This is an optimization exercise on Yosys and OpenROAD, whose aim is small area, not a production implementation. Function was checked by simulation only, so behaviour that the tests miss may differ from the original. The flow treats the clock pin as an ideal source, which a real chip does not have. Power is estimated from default activity; no workload was simulated.

## ember
// vcsk_core
module vcsk_core (
    input  wire        clk,
    input  wire        rst,
    input  wire        cmd_valid,
    output wire        cmd_ready,
    input  wire [31:0] cmd_data,
    output wire        rsp_valid,
    output wire [31:0] rsp_data,
    output wire        rsp_err
);
    localparam NCH = 32;
    localparam W   = 40;    
    reg [NCH*W-1:0] ring;
    reg [4:0]       pos;
    reg             clr;
    reg             inpass;
    reg [15:0]      acc;
    wire [1:0] op  = cmd_data[31:30];
    wire [4:0] ch  = cmd_data[29:25];
    wire refused = ((op == 2'b00) && (cmd_data[29:0] != 30'd0)) ||
                   (op[1] && (cmd_data[24:0] != 25'd0));
    wire hit     = (pos == ch) && !clr;
    wire is_smp  = (op == 2'b00) && !refused;
    wire is_rdc  = (op == 2'b10) && !refused;
    wire is_rda  = (op == 2'b11) && !refused;
    wire running = is_smp && !clr && (inpass || (pos == 5'd0));
    wire tick    = cmd_valid && running;
    assign cmd_ready = refused || (is_smp ? (running && pos == 5'd31) : hit);
    assign rsp_valid = cmd_valid && cmd_ready;
    assign rsp_err   = refused;
    wire [4:0]  h_div  = ring[4:0];
    wire [3:0]  h_mode = ring[8:5];
    wire [15:0] h_vol  = ring[24:9];
    wire [5:0]  h_cnt  = ring[30:25];
  ...
Size: roughly 1800 cells after synthesis, about 1300 flip-flops, ~0.029 mm^2 of cells after synthesis.
==> flow/config.mk <==
export PLATFORM = sky130hd
export DESIGN_NAME = vcsk_core
export DESIGN_NICKNAME = vcsk_core
export VERILOG_FILES = /design/flow/design.v
export SDC_FILE = /design/flow/constraint.sdc
export NUM_CORES = 4
export LEC_CHECK = 0
export ABC_AREA = 1
export CAP_MARGIN = 20
export CORE_MARGIN = 2
export CORE_UTILIZATION = 70
export PLACE_DENSITY = 0.85
export SLEW_MARGIN = 20
==> flow/constraint.sdc <==
create_clock -name core_clock -period 44.0 [get_ports {clk}]
set_input_delay 8.8000 -clock core_clock [delete_from_list [all_inputs] [get_ports {clk}]]
set_output_delay 8.8000 -clock core_clock [all_outputs]
set_load 0.01 [all_outputs]
standard.sh (not shown) runs the stock make flow with config.mk's settings and CLKGATE_MAP_FILE= SYNTH_SCRIPT=/design/flow/synth_recipe.tcl, a recipe that flattens the netlist after the stock synthesis.
==> flow/flow/run.sh <==
#!/bin/bash
# The standard layout (the standard.sh: ORFS with the standard synthesis),
# with two changes to how it is made:
#  - the port buffers are the smallest buffer, buf_1;
#  - clock tree synthesis uses clkbuf_16 for the root and the tree, clusters
#    the flip-flops under clkbuf_8 leaf buffers, and inserts no dummy loads.
# The full output of the ORFS run goes to flow_make.log in this folder.
set -euo pipefail
B8=sky130_fd_sc_hd__clkbuf_8
B16=sky130_fd_sc_hd__clkbuf_16
bash standard.sh \
  "BUFFER_PORTS_ARGS=-buffer_cell sky130_fd_sc_hd__buf_1" \
  "CTS_ARGS=-sink_clustering_enable -repair_clock_nets -buf_list $B8 -root_buf $B16 -tree_buf $B16 -sink_clustering_buffer $B8 -sink_clustering_size 18 -sink_clustering_max_diameter 35 -dont_use_dummy_load" \
  finish > flow_make.log 2>&1
Inputs modified between ember and umber:
--- a/flow/flow/run.sh
+++ b/flow/flow/run.sh
@@ -2,2 +2,5 @@
-# The standard layout (the standard.sh: ORFS with the standard synthesis),
-# with two changes to how it is made:
+# The standard layout (the standard.sh: ORFS), with these changes to
+# how it is made:
+#  - synthesis runs flow/synth.tcl: the standard synthesis script with an
+#    area-oriented abc script (flow/abc_area.script) and without the
+#    adder-cell mapping step, so abc maps the adders with the other logic;
@@ -8,0 +12,2 @@
+HERE=$(pwd)
+export MY_ABC_SCRIPT=$HERE/flow/abc_area.script
@@ -11,0 +17,2 @@
+  "SYNTH_SCRIPT=$HERE/flow/synth.tcl" \
+  "ADDER_MAP_FILE=" \
==> flow/flow/abc_area.script (new file) <==
strash
dc2
dch -f
amap -F 4 -A 8
topo
==> flow/flow/synth.tcl (new file) <==
# The standard synthesis script (synth_recipe.tcl), with one change:
# every abc call runs abc_area.script (beside this file, named by
# MY_ABC_SCRIPT) in place of ORFS's own abc script. The registers, their
# names and cell types are those of the standard synthesis.
proc synth {args} { yosys synth -nofsm -noshare {*}$args }
proc abc {args} {
  set i [lsearch -exact $args -script]
  if {$i >= 0} { set args [lreplace $args [expr {$i + 1}] [expr {$i + 1}] $::env(MY_ABC_SCRIPT)] }
  yosys abc {*}$args
}
source $::env(SCRIPTS_DIR)/synth.tcl
# left out here: clear keep_hierarchy, flatten, clean up, hide names made inside functions, write 1_2_yosys.v
==> comparison <==
The final layouts of umber and ember pass the timing, design-rule and antenna checks. STATUS die area: umber wins against ember. umber vs ember, timing endpoint of the critical path: rsp_data[28] vs rsp_data[17]. ember has a higher register share of total power than umber. Taking ember as the reference, in umber total power after layout rose 11 uW, synthesized area lower, overall fraction of global-route tracks in use now sits higher. Via count: umber better than ember. The run showing the smaller transition at the pin with the smallest max-transition slack is umber. Of the two values seen for critical path launch point, cmd_data[4] was produced by umber and cmd_data[16] by ember.
For yarrow, these inputs were changed with respect to umber:
--- a/flow/flow/run.sh
+++ b/flow/flow/run.sh
@@ -9 +9,3 @@
-#    the flip-flops under clkbuf_8 leaf buffers, and inserts no dummy loads.
+#    the flip-flops under clkbuf_8 leaf buffers, and inserts no dummy loads;
+#    then flow/post_cts.tcl upsizes the leaf buffers whose flip-flops see a
+#    clock slew above 112 ps (placement estimate) to clkbuf_16.
@@ -13,0 +16 @@
+export LEAF_SLEW_TARGET=0.112
@@ -20 +23,2 @@
-  "CTS_ARGS=-sink_clustering_enable -repair_clock_nets -buf_list $B8 -root_buf $B16 -tree_buf $B16 -sink_clustering_buffer $B8 -sink_clustering_size 18 -sink_clustering_max_diameter 35 -dont_use_dummy_load" \
+  "CTS_ARGS=-sink_clustering_enable -repair_clock_nets -buf_list $B8 -root_buf $B16 -tree_buf $B16 -sink_clustering_buffer $B8 -sink_clustering_size 22 -sink_clustering_max_diameter 40 -dont_use_dummy_load" \
+  "POST_CTS_TCL=$HERE/flow/post_cts.tcl" \
==> flow/flow/post_cts.tcl (new file) <==
# Sourced by ORFS at the end of its CTS step (POST_CTS_TCL).
# Upsize clock leaf buffers whose sinks see a slow clock edge.
proc my_leaf_max_slew {inst} {
  set out [get_pins -of_objects $inst -filter "direction==output"]
  set mx 0.0
  foreach p [get_pins -of_objects [get_nets -of_objects $out] -filter "direction==input"] {
    set s [get_property $p slew_max]
    if {$s > $mx} { set mx $s }
  }
  return $mx
}
set my_target [expr {[info exists ::env(LEAF_SLEW_TARGET)] ? $::env(LEAF_SLEW_TARGET) : 0.100}]
for {set it 0} {$it < 3} {incr it} {
  estimate_parasitics -placement
  set n 0
  foreach inst [get_cells clkbuf_*] {
    set ref [get_property $inst ref_name]
    if {$ref eq "sky130_fd_sc_hd__clkbuf_16"} continue
    if {[my_leaf_max_slew $inst] > $my_target} {
      if {$ref eq "sky130_fd_sc_hd__clkbuf_8"} { set to sky130_fd_sc_hd__clkbuf_16 } else { set to sky130_fd_sc_hd__clkbuf_8 }
      replace_cell $inst $to
      incr n
    }
  }
  puts "post_cts: pass $it upsized $n clock buffers"
  if {$n == 0} break
  detailed_placement
}
estimate_parasitics -placement
--- a/flow/flow/synth.tcl
+++ b/flow/flow/synth.tcl
@@ -3 +3,2 @@
-# MY_ABC_SCRIPT) in place of ORFS's own abc script. The registers, their
+# MY_ABC_SCRIPT) in place of ORFS's own abc script, and does not map to
+# o22ai_1 (abc's mapper tends to use it with an inverter on each input). The registers, their
@@ -8,0 +10 @@
+  lappend args -dont_use sky130_fd_sc_hd__o22ai_1
## What came out
Minimum clock period came out higher on yarrow than on umber. Between yarrow and umber, the via count figures differ only marginally. Final routed wire length divided by cell count: yarrow > umber. Post-detailed-routing wire length, yarrow and umber: smaller value in umber. Delta (yarrow minus umber): final area now sits lower, cell area power density now sits lower, first-pass GRT wire length now sits at about the same level, area of placed instances now sits at about the same level, critical path depth now sits lower. Number of clock buffers in the layout: yarrow lower than umber.
Relative to yarrow, the following input files were edited for harbor:
--- a/flow/flow/run.sh
+++ b/flow/flow/run.sh
@@ -23 +23 @@
-  "CTS_ARGS=-sink_clustering_enable -repair_clock_nets -buf_list $B8 -root_buf $B16 -tree_buf $B16 -sink_clustering_buffer $B8 -sink_clustering_size 22 -sink_clustering_max_diameter 40 -dont_use_dummy_load" \
+  "CTS_ARGS=-sink_clustering_enable -repair_clock_nets -buf_list $B8 -root_buf $B16 -tree_buf $B16 -sink_clustering_buffer $B8 -sink_clustering_size 32 -sink_clustering_max_diameter 55 -dont_use_dummy_load" \
## What came out
Comparing met2 layer wire length in the routed design for harbor and yarrow, the smaller number came from harbor.
Wire: harbor routes less than yarrow
harbor vs yarrow: final net count down by a few percent
Status: fraction of area in multi-input gates parity (harbor, yarrow)

-- port drivers added, routing unchanged --
The flow's constraints put no driver on any port. The routed layouts listed below were extracted and timed again, unchanged, in two steps.
Step 1: set_driving_cell puts a clkbuf_16 on clk and a buf_2 on each other input, an assumption about the parent block.
Step 2 also shifts input and output timing later by t, the mid clock arrival at the registers, as if the neighbouring blocks saw the same clock.
Three values: ideal ports, drivers, drivers and shift; two values: the first two.
| run | t (ns) | setup WS [ns] | hold slack, ns | clock arrival spread, ns |
|---|---|---|---|---|
| ember | 0.623 | 21.729 / 21.701 / 21.701 | 0.284 / 0.284 / 0.284 | 0.073 / 0.073 |
| umber | 0.627 | 16.840 / 16.817 / 16.817 | 0.266 / 0.266 / 0.266 | 0.098 / 0.099 |
| yarrow | 0.629 | 15.827 / 15.799 / 15.799 | 0.281 / 0.281 / 0.281 | 0.079 / 0.079 |
| harbor | 0.651 | 16.341 / 16.303 / 16.303 | 0.306 / 0.306 / 0.306 | 0.053 / 0.052 |
After both steps every run listed still meets setup and hold. The setup slack of harbor, which loses most, moves by -0.038 ns with the drivers and by -0.038 ns with both steps.
